This is an optimization exercise on Yosys and OpenROAD, whose aim is small area, a short achievable clock period and few clock cycles, not a production implementation.
Where RTL was checked, it was by simulation tests only, not by an equivalence proof against the original.
Only the layout flow was run in run 1; the RTL was not checked for function there.

### flow/run.sh
#!/bin/bash
# synth_recipe.tcl (not shown) runs the flow's synth.tcl, then flattens the netlist and writes it again
# the make line also repeats each setting of config.mk as NAME=value (left out here)
make -C /OpenROAD-flow-scripts/flow DESIGN_CONFIG=/design/flow/config.mk WORK_HOME=/design/flow/orfs CLKGATE_MAP_FILE= SYNTH_SCRIPT=/design/flow/synth_recipe.tcl finish
### flow/config.mk
export PLATFORM = sky130hd
export DESIGN_NAME = mansos_demod
export DESIGN_NICKNAME = mansos_demod
export VERILOG_FILES = /design/flow/design.v
export SDC_FILE = /design/flow/constraint.sdc
export NUM_CORES = 4
export LEC_CHECK = 0
export CAP_MARGIN = 20
export CORE_MARGIN = 2
export CORE_UTILIZATION = 40
export SLEW_MARGIN = 20
### flow/constraint.sdc
create_clock -name core_clock -period 14.0 [get_ports {clk}]
set_input_delay 2.8000 -clock core_clock [delete_from_list [all_inputs] [get_ports {clk}]]
set_output_delay 2.8000 -clock core_clock [all_outputs]
set_load 0.01 [all_outputs]
### flow/design.v
module mansos_demod (
    input  wire        clk,
    input  wire        rst,           
    input  wire        start,         
    output wire        raw_re,        
    output wire [6:0]  raw_addr,
    input  wire [7:0]  raw_rdata,
    output wire        busy,
    output reg         done,          
    output reg  [2:0]  result,
    output wire [1:0]  halt_state,
    output wire [3:0]  bit_len,
    output wire [6:0]  bit_count,
    output wire [3:0]  nbytes,
    output wire [63:0] frame_out
);
    localparam [1:0] S_PRE = 2'd0, S_DELIM = 2'd1, S_DATA = 2'd2;
    localparam [2:0] R_VALID = 3'd1, R_EXHAUSTED = 3'd2, R_BAD_DELIM = 3'd3,
                     R_LENGTH = 3'd5, R_CHECKSUM = 3'd6;
    reg        run;           
    reg        setl;          
    reg [10:0] rd;            
    reg [7:0]  ra;            
    reg [3:0]  wb;            
    reg        rv;            
    reg [31:0] win;           
    reg [3:0]  L;
    reg [1:0]  state;
    reg        pol, locked;
    reg [1:0]  cnt;
    reg [4:0]  ds;            
    reg [63:0] sr;            
    reg [6:0]  bit_idx;
    reg [2:0]  zr;
    reg [15:0] crc;
    reg        crc_pend;      
    assign busy       = run;
    assign halt_state = state;
    assign bit_len    = L;
    assign bit_count  = bit_idx;
    assign nbytes     = (result[2] || result == R_VALID) ? bit_idx[6:3] : 4'd0;
    genvar g;
    generate
        for (g = 0; g < 8; g = g + 1) begin : g_frame
            assign frame_out[8*g +: 8] = sr[63-8*g -: 8];
        end
    endgenerate
    wire [3:0] ahead = ra[3:0] - rd[6:3];           
    assign raw_re   = run && !ra[7] && (ahead != 4'd4);
    assign raw_addr = ra[6:0];
    wire [3:0] dwin = wb - rd[6:3];                 
    wire [5:0] have = dwin[3] ? 6'd0 : {dwin[2:0], 3'b000};
    wire [5:0] off  = {3'd0, rd[2:0]};
    wire [63:0] win2 = {win, win};
    wire [14:0] r    = win2[rd[4:0] +: 15];
    wire [9:0] lmask;
    genvar gk;
    generate
        for (gk = 0; gk < 10; gk = gk + 1) begin : g_mask
            assign lmask[gk] = (gk < L);
        end
    endgenerate
    wire [9:0] m = r[9:0] & lmask;
    wire [1:0] c0 = m[0] + m[1] + m[2];
    wire [1:0] c1 = m[3] + m[4] + m[5];
    wire [1:0] c2 = m[6] + m[7] + m[8];
    wire [3:0] ones = ({2'd0, c0} + {2'd0, c1}) + ({2'd0, c2} + {3'd0, m[9]});
    wire [3:0] maj  = (L + 4'd1) >> 1;
    wire       vote = (ones >= maj);
    wire       past = r[L];
    wire       first = r[0];
    reg [7:0] is4, ge3;
    integer i;
    always @* begin
        for (i = 0; i < 8; i = i + 1) begin
            is4[i] = (r[4+i] == pol) && (r[5+i] == pol) && (r[6+i] != pol) && (r[7+i] != pol);
            ge3[i] = ((r[4+i] == pol) && (r[5+i] == pol) && ((r[6+i] != pol) || (r[7+i] != pol)))
                  || ((r[6+i] != pol) && (r[7+i] != pol) && ((r[4+i] == pol) || (r[5+i] == pol)));
        end
    end
    wire fast = !locked && (rd <= 11'd1001);    
    reg        e_found;
    reg [2:0]  e_j;
    always @* begin
        e_found = 1'b1;
        if      (is4[0]) e_j = 3'd0;
        else if (is4[1]) e_j = 3'd1;
        else if (is4[2]) e_j = 3'd2;
        else if (is4[3]) e_j = 3'd3;
        else if (is4[4]) e_j = 3'd4;
        else if (ge3[0]) e_j = 3'd0;
        else if (ge3[1]) e_j = 3'd1;
        else if (ge3[2]) e_j = 3'd2;
        else if (ge3[3]) e_j = 3'd3;
        else if (ge3[4]) e_j = 3'd4;
        else if (fast && ge3[5]) e_j = 3'd5;
        else if (fast && ge3[6]) e_j = 3'd6;
        else if (fast && ge3[7]) e_j = 3'd7;
        else begin
            e_found = 1'b0;
            e_j     = 3'd0;
        end
    end
    wire [4:0] dist5 = rd[4:0] - ds;
    wire [3:0] new_l = dist5[4] ? {2'b01, dist5[3:2]} : {2'b10, dist5[3:2]};
    wire       len_ok = !(!dist5[4] && dist5[3] && dist5[2]);
    wire [4:0] lo_lm = {1'b0, rd[3:0]} + {1'b0, L} - 5'd1;
    wire [4:0] lo_l  = {1'b0, rd[3:0]} + {1'b0, L};
    wire [4:0] lo_lp = {1'b0, rd[3:0]} + {1'b0, L} + 5'd1;
    wire [6:0] hi_p1 = rd[10:4] + 7'd1;
    reg  [4:0] lo_dat;
    always @* begin
        if (first == vote)     lo_dat = lo_l;
        else if (past != vote) lo_dat = lo_lm;
        else                   lo_dat = lo_lp;
    end
    reg  [3:0] inc;
    always @* begin
        if (setl)                       inc = new_l;
        else if (state == S_PRE)        inc = 4'd8;
        else if (e_found)               inc = 4'd6 + {1'b0, e_j};
        else                            inc = fast ? 4'd4 : 4'd1;
    end
    wire [4:0] lo_oth = {1'b0, rd[3:0]} + {1'b0, inc};
    wire [4:0] lo_nx  = (state == S_DATA && !setl) ? lo_dat : lo_oth;
    wire [10:0] rd_nx = {lo_nx[4] ? hi_p1 : rd[10:4], lo_nx[3:0]};
    wire        rdL_hi = rd[10] || (lo_l[4] && (&rd[9:4]));    
    reg [5:0] use_n;
    reg       exh;
    always @* begin
        case (state)
            S_PRE:   begin use_n = 6'd8;  exh = rd[10]; end
            S_DELIM: begin use_n = fast ? 6'd15 : 6'd12; exh = (rd >= 11'd1005); end
            default: begin use_n = {2'd0, L} + 6'd1; exh = rdL_hi; end
        endcase
    end
    wire data_ok = (have >= use_n + off);
    function [15:0] crc_byte(input [15:0] c0, input [7:0] d);
        integer t;
        reg [15:0] c;
        begin
            c = c0 ^ {8'd0, d};
            for (t = 0; t < 8; t = t + 1)
                c = c[0] ? ((c >> 1) ^ 16'h8408) : (c >> 1);
            crc_byte = c;
        end
    endfunction
    wire [15:0] crc_upd = crc_byte(crc, sr[7:0]);
    wire        crc_ok  = crc_pend ? (crc_upd == 16'd0) : (crc == 16'd0);
    always @(posedge clk) begin
        done <= 1'b0;
        rv   <= raw_re;
        if (rv) begin
            win[{wb[1:0], 3'b000} +: 8] <= raw_rdata;
            wb <= wb + 4'd1;
        end
        if (raw_re) ra <= ra + 8'd1;
        if (crc_pend) crc <= crc_upd;
        crc_pend <= 1'b0;
        if (rst) begin
            run  <= 1'b0;
            setl <= 1'b0;
        end else if (!run) begin
            if (start) begin
                run      <= 1'b1;
                setl     <= 1'b0;
                rd       <= 11'd0;
                ra       <= 8'd0;
                wb       <= 4'd0;
                L        <= 4'd8;
                state    <= S_PRE;
                pol      <= 1'b1;
                locked   <= 1'b0;
                cnt      <= 2'd0;
                bit_idx  <= 7'd0;
                zr       <= 3'd0;
                crc      <= 16'd0;
            end
        end else if (setl) begin
            setl <= 1'b0;
            if (len_ok) begin
                L       <= new_l;
                rd      <= rd_nx;
                state   <= S_DATA;
                bit_idx <= 7'd0;
                zr      <= 3'd0;
            end else begin
                result <= R_BAD_DELIM;
                run    <= 1'b0;
                done   <= 1'b1;
            end
        end else if (exh) begin
            result <= R_EXHAUSTED;
            run    <= 1'b0;
            done   <= 1'b1;
        end else if (data_ok) begin
            case (state)
            S_PRE: begin
                if (vote) begin
                    state  <= S_DELIM;
                    pol    <= 1'b1;
                    locked <= 1'b0;
                    cnt    <= 2'd0;
                end else begin
                    rd <= rd_nx;
                end
            end
            S_DELIM: begin
                if (e_found) begin
                    rd  <= rd_nx;
                    pol <= ~pol;
                    if (!locked) begin
                        locked <= 1'b1;
                        ds     <= rd_nx[4:0];
                    end else begin
                        cnt <= cnt + 2'd1;
                        if (cnt == 2'd3)
                            setl <= 1'b1;
                    end
                end else if (!locked) begin
                    rd <= rd_nx;
                end else begin
                    result <= R_BAD_DELIM;
                    run    <= 1'b0;
                    done   <= 1'b1;
                end
            end
            default: begin   
                rd <= rd_nx;
                if (vote) zr <= 3'd0;
                else      zr <= zr + 3'd1;
                if (!vote && zr == 3'd4) begin
                    run  <= 1'b0;
                    done <= 1'b1;
                    if (bit_idx[6:3] != 4'd8)
                        result <= R_LENGTH;
                    else if (!crc_ok)
                        result <= R_CHECKSUM;
                    else
                        result <= R_VALID;
                end else if (zr != 3'd4 || !vote) begin
                    if (!bit_idx[6]) begin
                        sr <= {sr[62:0], vote};
                        crc_pend <= (bit_idx[2:0] == 3'd7);
                    end
                    bit_idx <= bit_idx + 7'd1;
                    if (bit_idx == 7'd79) begin
                        result <= R_LENGTH;
                        run    <= 1'b0;
                        done   <= 1'b1;
                    end
                end
            end
            endcase
        end
    end
endmodule
==> flow_metrics.tcl, run 1 <==
set metrics [dict create \
    synth-edff-count 135 \
    yosysWarnings 1 \
    hold-worst-slack_ns 0.4456 \
    synth_ff_type "edfxtp_1" \
    cap_viol_max_count 0 \
    worstPathArrival_ns 8.84 \
    syn_nets 1144 \
    fmax_mhz 115.2 \
    multi_input_area_um2 6072 \
    slew_violations 0 \
    drtIter0Drc 720 \
    grt.total_usage_pct 18.66 \
    path_max_fanout 60 \
    diodes 0 \
    start_util_pct 40.81 \
    clock_latency_ns 0.44 \
    core_area_um2 27860 \
    antenna_found_initial 0 \
    drc 0 \
    wl_um 27560 \
    outcome "no timing/DRC/antenna violations" \
    cts_buffer_depth 2 \
    relSlewSlack_pct 23.72 \
    critPathLaunch "rd[1]" \
    ys_types 87 \
    gp_congestion 0.9124 \
    cp.required_ns 14.16 \
    final-seq-area_um2 4715 \
    dieArea_um2 29790 \
    first_pass_iters 5 \
    ant_nets 0 \
    io_pins 105 \
    dp_hpwl_um 20220 \
    cp-start-kind "register" \
    fillers 2544 \
    crit_path_end_kind "register" \
    grt_pass1_wl_um 44570 \
    clockRootBuffer "clkbuf_16" \
    cts.repair.resized 0 \
    first_global_vias 8031 \
    numPortBuffers 104 \
    period_needed_ns 8.684 \
    hold_viol_final 0 \
    setup_viol 0 \
    cts_tree "yes" \
    nNetsFinal 1216 \
    synth_seq_cells 168 \
    clkTransAtPathRegs_ns 0.07 \
    synth_seq_area_share_pct 41.47 \
    clock_sinks 168 \
    synthCells 1078 \
    fin_cells 1541 \
    worst_pin_slew_ns 1.137 \
    fp-row-count 61 \
    synth_area_per_cell_um2 10.55 \
    post-route-period-util_pct 62.03 \
    clock_skew_ns 0.01001 \
    cp_slowest_stage_delay_ns 0.69 \
    grt_max_degree 66 \
    tns_ns 0 \
    synth.cell_area_um2 11370 \
    layout-drive-gt1-share_pct 8.770 \
    placedCellCount 1509 \
    die_w_um 172.6 \
    crit_slowest_cell "buf_4" \
    wl_per_cell_um 17.88 \
    reg2reg_from "rd[1]" \
    die_h_um 172.6 \
    hold_class "reg -> reg" \
    viasPerCell 5.546 \
    holdBufCountCts 0 \
    synthArstFlopShare_pct 0 \
    cts_max_level 4 \
    worstHoldStart "sr[53]" \
    rsz0062_at_grt "no" \
    grt_overflow 0 \
    crit_type "reg -> reg" \
    post_cts_buffers 0 \
    area_growth_pct 16.41 \
    dr_total_vias 8547 \
    numCtsBuffers 17 \
]
[area by class of cell]
cell class / count / area share [%]
Sequential cell: 168 / 35.62
Inverter: 66 / 1.872
Clock buffer: 18 / 3.243
Clock inverter: 14 / 1.428
Timing Repair Buffer: 113 / 8.377
Tap cell: 378 / 3.574
Multi-Input combinational cell: 784 / 45.88
[registers in the layout, summed over array words and instances (netlist names), 2 cells and up]
signal,flops
sr,64
win,32
crc,16
rd,11
ra,8
bit_idx,7
ds,5
L,4
wb,4
result,3
zr,3
cnt,2
state,2
[path summary, 6_finish.rpt]
kind | end | slack, ns | cells after the start
worst max-delay path | ds[4] | 5.32 | 30
worst min-delay path | sr[54] | 0.45 | 0
worst max register to register | ds[4] | 5.32 | 30
worst min register to register | sr[54] | 0.45 | 0
[through the flow]
step | worst slack, ns | area (um2) | utilization [%]
3_3_place_gp | 5.703 | 12610 | 45.27
2_1_floorplan | 5.338 | 11370 | -
4_1_cts | 5.389 | 13230 | 47.49
6_report | 5.316 | 13230 | 47.51
5_1_grt | 4.733 | 13230 | 47.51
3_5_place_dp | 5.451 | 12610 | 45.27
[worst max-delay path: cells and delay by family (launching register included)]
| family | cells | cell delay [ns] |
|---|---|---|
| AND/OR/NAND/NOR | 4 | 0.75 |
| flip-flops | 1 | 0.32 |
| adder cells (fa/ha/maj) | 7 | 2.50 |
| buffers and inverters | 6 | 1.13 |
| XOR/XNOR | 4 | 1.20 |
| multiplexers | 2 | 0.78 |
| AO/OA/AOI/OAI | 7 | 1.65 |
[logic make-up after synthesis]
kind of cell / after synthesis / share of synthesized area (%)
compound gates: 209 / 12.06
mux: 113 / 14.12
flops: 168 / 41.47
fa+ha+maj: 58 / 6.978
buf+inv: 126 / 5.250
xor+xnor: 68 / 5.305
simple gates: 336 / 14.81
[cells in the final DEF (no fill, tap or decap), types with 16 or more instances in the layout]
cell	n
dfxtp_1	33
nor2_1	89
ha_1	45
nor3_1	19
inv_1	64
nand2_1	90
mux4_2	35
clkdlybuf4s50_1	104
and2_1	17
a211oi_1	18
edfxtp_1	135
mux2i_1	69
xor2_1	16
o21ai_0	48
nand2b_1	20
xnor2_1	51
nand3_1	23
a21oi_1	39
clkbuf_16	17
[cell usage after synthesis (11+ instances only)]
cell / instances / area [um2]
inv_1: 64 / 240.2
xnor2_1: 51 / 446.7
mux4_2: 35 / 788.3
nor3_1: 20 / 100.1
nor2_1: 89 / 334.1
a31oi_1: 11 / 68.82
edfxtp_1: 135 / 4054
dfxtp_1: 33 / 660.6
o21ai_0: 48 / 240.2
xor2_1: 16 / 140.1
nand3_1: 23 / 115.1
and2_1: 17 / 106.4
clkbuf_1: 33 / 123.9
ha_1: 45 / 563.0
a211oi_1: 18 / 135.1
a21oi_1: 39 / 195.2
nand2b_1: 20 / 125.1
nor2b_1: 11 / 68.82
nand2_1: 90 / 337.8
mux2i_1: 69 / 690.7
[routing by layer]
metal	vias to the layer above	wire (um)	global-route usage (%)
met5	-	0	0
met4	0	547	6.375
met3	34	1498	3.408
met2	257	12590	28.87
met1	4153	12930	26.39
li1	4103	-	-
==> run 2: changes to the inputs <==
--- a/flow/design.v
+++ b/flow/design.v
@@ -54,20 +54,22 @@
     wire [63:0] win2 = {win, win};
     wire [14:0] r    = win2[rd[4:0] +: 15];
-    wire [9:0] lmask;
-    genvar gk;
-    generate
-        for (gk = 0; gk < 10; gk = gk + 1) begin : g_mask
-            assign lmask[gk] = (gk < L);
-        end
-    endgenerate
-    wire [9:0] m = r[9:0] & lmask;
-    wire [1:0] c0 = m[0] + m[1] + m[2];
-    wire [1:0] c1 = m[3] + m[4] + m[5];
-    wire [1:0] c2 = m[6] + m[7] + m[8];
-    wire [3:0] ones = ({2'd0, c0} + {2'd0, c1}) + ({2'd0, c2} + {3'd0, m[9]});
+    reg [3:0] ones;
+    integer k;
+    always @* begin
+        ones = 4'd0;
+        for (k = 0; k < 10; k = k + 1)
+            if (k < L) ones = ones + {3'd0, r[k]};
+    end
     wire [3:0] maj  = (L + 4'd1) >> 1;
     wire       vote = (ones >= maj);
     wire       past = r[L];
     wire       first = r[0];
+    wire [10:0] rdL = rd + {7'd0, L};
+    reg  [10:0] rd_nrz;
+    always @* begin
+        if (first == vote)     rd_nrz = rdL;
+        else if (past != vote) rd_nrz = rdL - 11'd1;
+        else                   rd_nrz = rdL + 11'd1;
+    end
     reg [7:0] is4, ge3;
     integer i;
@@ -75,6 +77,6 @@
         for (i = 0; i < 8; i = i + 1) begin
             is4[i] = (r[4+i] == pol) && (r[5+i] == pol) && (r[6+i] != pol) && (r[7+i] != pol);
-            ge3[i] = ((r[4+i] == pol) && (r[5+i] == pol) && ((r[6+i] != pol) || (r[7+i] != pol)))
-                  || ((r[6+i] != pol) && (r[7+i] != pol) && ((r[4+i] == pol) || (r[5+i] == pol)));
+            ge3[i] = ({1'b0, r[4+i] == pol} + {1'b0, r[5+i] == pol}
+                    + {1'b0, r[6+i] != pol} + {1'b0, r[7+i] != pol}) >= 3'd3;
         end
     end
@@ -102,28 +104,8 @@
         end
     end
+    wire [10:0] p_edge = rd + 11'd6 + {8'd0, e_j};
     wire [4:0] dist5 = rd[4:0] - ds;
     wire [3:0] new_l = dist5[4] ? {2'b01, dist5[3:2]} : {2'b10, dist5[3:2]};
     wire       len_ok = !(!dist5[4] && dist5[3] && dist5[2]);
-    wire [4:0] lo_lm = {1'b0, rd[3:0]} + {1'b0, L} - 5'd1;
-    wire [4:0] lo_l  = {1'b0, rd[3:0]} + {1'b0, L};
-    wire [4:0] lo_lp = {1'b0, rd[3:0]} + {1'b0, L} + 5'd1;
-    wire [6:0] hi_p1 = rd[10:4] + 7'd1;
-    reg  [4:0] lo_dat;
-    always @* begin
-        if (first == vote)     lo_dat = lo_l;
-        else if (past != vote) lo_dat = lo_lm;
-        else                   lo_dat = lo_lp;
-    end
-    reg  [3:0] inc;
-    always @* begin
-        if (setl)                       inc = new_l;
-        else if (state == S_PRE)        inc = 4'd8;
-        else if (e_found)               inc = 4'd6 + {1'b0, e_j};
-        else                            inc = fast ? 4'd4 : 4'd1;
-    end
-    wire [4:0] lo_oth = {1'b0, rd[3:0]} + {1'b0, inc};
-    wire [4:0] lo_nx  = (state == S_DATA && !setl) ? lo_dat : lo_oth;
-    wire [10:0] rd_nx = {lo_nx[4] ? hi_p1 : rd[10:4], lo_nx[3:0]};
-    wire        rdL_hi = rd[10] || (lo_l[4] && (&rd[9:4]));    
     reg [5:0] use_n;
     reg       exh;
@@ -132,5 +114,5 @@
             S_PRE:   begin use_n = 6'd8;  exh = rd[10]; end
             S_DELIM: begin use_n = fast ? 6'd15 : 6'd12; exh = (rd >= 11'd1005); end
-            default: begin use_n = {2'd0, L} + 6'd1; exh = rdL_hi; end
+            default: begin use_n = {2'd0, L} + 6'd1; exh = rdL[10]; end
         endcase
     end
@@ -181,5 +163,5 @@
             if (len_ok) begin
                 L       <= new_l;
-                rd      <= rd_nx;
+                rd      <= rd + {7'd0, new_l};
                 state   <= S_DATA;
                 bit_idx <= 7'd0;
@@ -203,14 +185,14 @@
                     cnt    <= 2'd0;
                 end else begin
-                    rd <= rd_nx;
+                    rd <= rdL;
                 end
             end
             S_DELIM: begin
                 if (e_found) begin
-                    rd  <= rd_nx;
+                    rd  <= p_edge;
                     pol <= ~pol;
                     if (!locked) begin
                         locked <= 1'b1;
-                        ds     <= rd_nx[4:0];
+                        ds     <= p_edge[4:0];
                     end else begin
                         cnt <= cnt + 2'd1;
@@ -219,5 +201,5 @@
                     end
                 end else if (!locked) begin
-                    rd <= rd_nx;
+                    rd <= rd + (fast ? 11'd4 : 11'd1);
                 end else begin
                     result <= R_BAD_DELIM;
@@ -227,5 +209,5 @@
             end
             default: begin   
-                rd <= rd_nx;
+                rd <= rd_nrz;
                 if (vote) zr <= 3'd0;
                 else      zr <= zr + 3'd1;
==> run 2 against run 1 <==
  * Still clean
  * Clock skew up 0.020 ns
  * Hold slack worse by 0.0042 ns
  * Count of clock-buffer cells in the layout up 1
  * Worst setup slack worse by 3.2 ns
  * Global-route usage up 0.79 points
  * Area after synthesis up 18%
  * Sequential share of layout area down 4.9 points
  * Critical path depth up 19
  * Register-to-register slack worse by 3.2 ns
  * Critical path type unchanged
  * Largest cell class unchanged
==> flow_metrics.tcl, run 2 <==
set metrics [dict create \
    hold_viol_final 0 \
    cts_buffer_depth 2 \
    fmax_mhz 83.80 \
    ant_nets 0 \
    crit_top_cell "ha_1" \
    cap_viol_max_count 0 \
    post-route-period-util_pct 85.24 \
    antenna_found_initial 0 \
    multi_input_area_um2 7893 \
    clock_sinks 168 \
    synth_ff_type "edfxtp_1" \
    worstPathArrival_ns 12.20 \
    grt.total_usage_pct 19.45 \
    cts_max_level 4 \
    layout_commonest_cell "edfxtp_1" \
    dp_hpwl_um 25230 \
    synthArstFlopShare_pct 0 \
    clkTransAtPathRegs_ns 0.08 \
    synth_seq_area_share_pct 35.29 \
    reg2reg_from "rd[2]" \
    reg2reg_slack_ns 2.07 \
    grt_max_degree 65 \
    layout-drive-gt1-share_pct 9.847 \
    grt_overflow 0 \
    cts.repair.resized 0 \
    hold_depth 0 \
    holdPathEnd "sr[53]" \
    tns_ns 0 \
    area_growth_pct 14.73 \
    path_max_fanout 35 \
    synth.cell_area_um2 13360 \
    worst_pin_slew_ns 1.060 \
    cp.required_ns 14.27 \
    rsz0062_at_grt "no" \
    die_w_um 186.8 \
    final_cell_mix "edfxtp_1, nor2_1, clkdlybuf4s50_1, inv_1, nand2_1" \
    synth-edff-count 135 \
    clock_latency_ns 0.44 \
    synth_area_per_cell_um2 9.830 \
    fin_util_pct 46.87 \
    gp_congestion 0.8989 \
    holdBufCountCts 0 \
    start_util_pct 40.85 \
    drtIter0Drc 776 \
    syn_nets 1474 \
    crit_slowest_cell "edfxtp_1" \
    cp-start-kind "register" \
    first_global_vias 10480 \
    post_cts_buffers 0 \
    core_area_um2 32700 \
    nNetsFinal 1544 \
    worstHoldStart "sr[52]" \
    reg2reg_depth 49 \
    cts_tree "yes" \
    yosysWarnings 1 \
    relSlewSlack_pct 29.10 \
    io_pins 105 \
    ys_types 88 \
    synthCells 1359 \
    worstReg2RegEnd "rd[8]" \
    yosysMostFrequentCell "edfxtp_1" \
    largest_reg_flops 64 \
    synth_top_area_share_pct 30.35 \
    clock_skew_ns 0.02977 \
    hold_class "reg -> reg" \
    hold-worst-slack_ns 0.4414 \
    final-seq-area_um2 4715 \
    cp_slowest_stage_delay_ns 0.74 \
    wl_um 33960 \
    wl_per_cell_um 18.03 \
    slew_violations 0 \
    diodes 0 \
    synthTopCellsByCount "edfxtp_1, nor2_1, inv_1" \
    period_needed_ns 11.93 \
    outcome "no timing/DRC/antenna violations" \
    crit_path_end_kind "register" \
    top_register "sr" \
    crit_type "reg -> reg" \
    dieArea_um2 34880 \
    fillers 3157 \
    viasPerCell 5.648 \
    fp-row-count 66 \
    dr_total_vias 10640 \
    synth_area_leaders "edfxtp_1, ha_1, mux4_2" \
    grt_pass1_wl_um 55450 \
    first_pass_iters 6 \
    clockRootBuffer "clkbuf_16" \
    numPortBuffers 104 \
    drc 0 \
    die_h_um 186.8 \
    synth_top_area_cell "edfxtp_1" \
    setup_viol 0 \
    synth_seq_cells 168 \
    numCtsBuffers 17 \
]
[run 2: worst max path at each step]
| stage | start | endpoint | cells after the start | slack (ns) |
|---|---|---|---|---|
| after global placement | rd[2] | rd[8] | 49 | 2.43 |
| after global routing | rd[2] | rd[8] | 49 | 1.10 |
| after detailed placement | rd[2] | rd[8] | 49 | 2.04 |
| after floorplan | rd[2] | rd[8] | 50 | 4.03 |
| final | rd[2] | rd[8] | 49 | 2.07 |
| after CTS | rd[2] | rd[8] | 49 | 2.02 |
[run 2: metal layers]
layer	up-vias	share of wire [%]	global-route usage [%]
met1	5142	44	25.60
met5	-	0	0
li1	5115	-	-
met2	329	48	32.37
met4	0	2.5	6.136
met3	55	6.2	3.649
[run 2: logic make-up (layout without fill, tap and decap cells)]
kind of cell,after synthesis,after routing,synth area share [%]
DFF,168,168,35.29
xor gates and xnor gates,110,110,7.352
AOI/OAI and AO/OA,284,284,14.53
adders and majority gates,104,104,10.47
muxes,100,100,11.25
buffers and inverters,174,257,5.723
and+or+nand+nor,419,419,15.39
[run 2: cell type report]
type	count	area share, %
multi-input cells	1017	51.49
flip-flops and latches	168	30.76
repair buffers	122	7.673
well taps	442	3.608
clock buffers	19	2.963
inverters	103	2.522
clock inverters	13	0.9796
[run 2: per-stage QoR]
stage	area (um2)	cells	setup slack [ns]
2_1_floorplan	13360	1359	4.032
6_report	15330	1884	2.067
5_1_grt	15330	1884	1.099
3_5_place_dp	14720	1852	2.039
3_3_place_gp	14720	1852	2.432
4_1_cts	15330	1884	2.022
[run 2: worst max-delay path: cells and delay by family, from the launching register on]
kind | cells | cell delay, ns
multiplexers | 8 | 2.51
adder cells (fa/ha/maj) | 12 | 3.53
XOR/XNOR | 2 | 0.60
buffers and inverters | 5 | 1.29
flip-flops | 1 | 0.74
AND/OR/NAND/NOR | 9 | 0.89
AO/OA/AOI/OAI | 13 | 2.15
Testbench counts of run 2, summed over its fixed seeds: cycles 36,945.

-- what the ideal ports hide --
The flow's constraints put no driver on any port. The routed layouts listed below were extracted and timed again, unchanged, in two steps. Step 1 assumes that a clkbuf_16 drives the clock port and a buf_2 every other input. Step 2 adds t to the input delays and takes it off the output delays; t is the mean of the earliest and latest rising clock arrival at the registers after step 1. Input paths then give back, and output paths get back, about the clock's delay inside the block. a / b / c = ideal / step 1 / step 2; a / b = the first two.
| run | t (ns) | slack for setup (ns) | pins driven straight from the clock port |
|---|---|---|---|
| run 1 | 0.481 | 5.316 / 5.316 / 5.316 | 1 |
| run 2 | 0.475 | 2.067 / 2.067 / 2.067 | 1 |
After both steps every run listed still meets setup and hold.
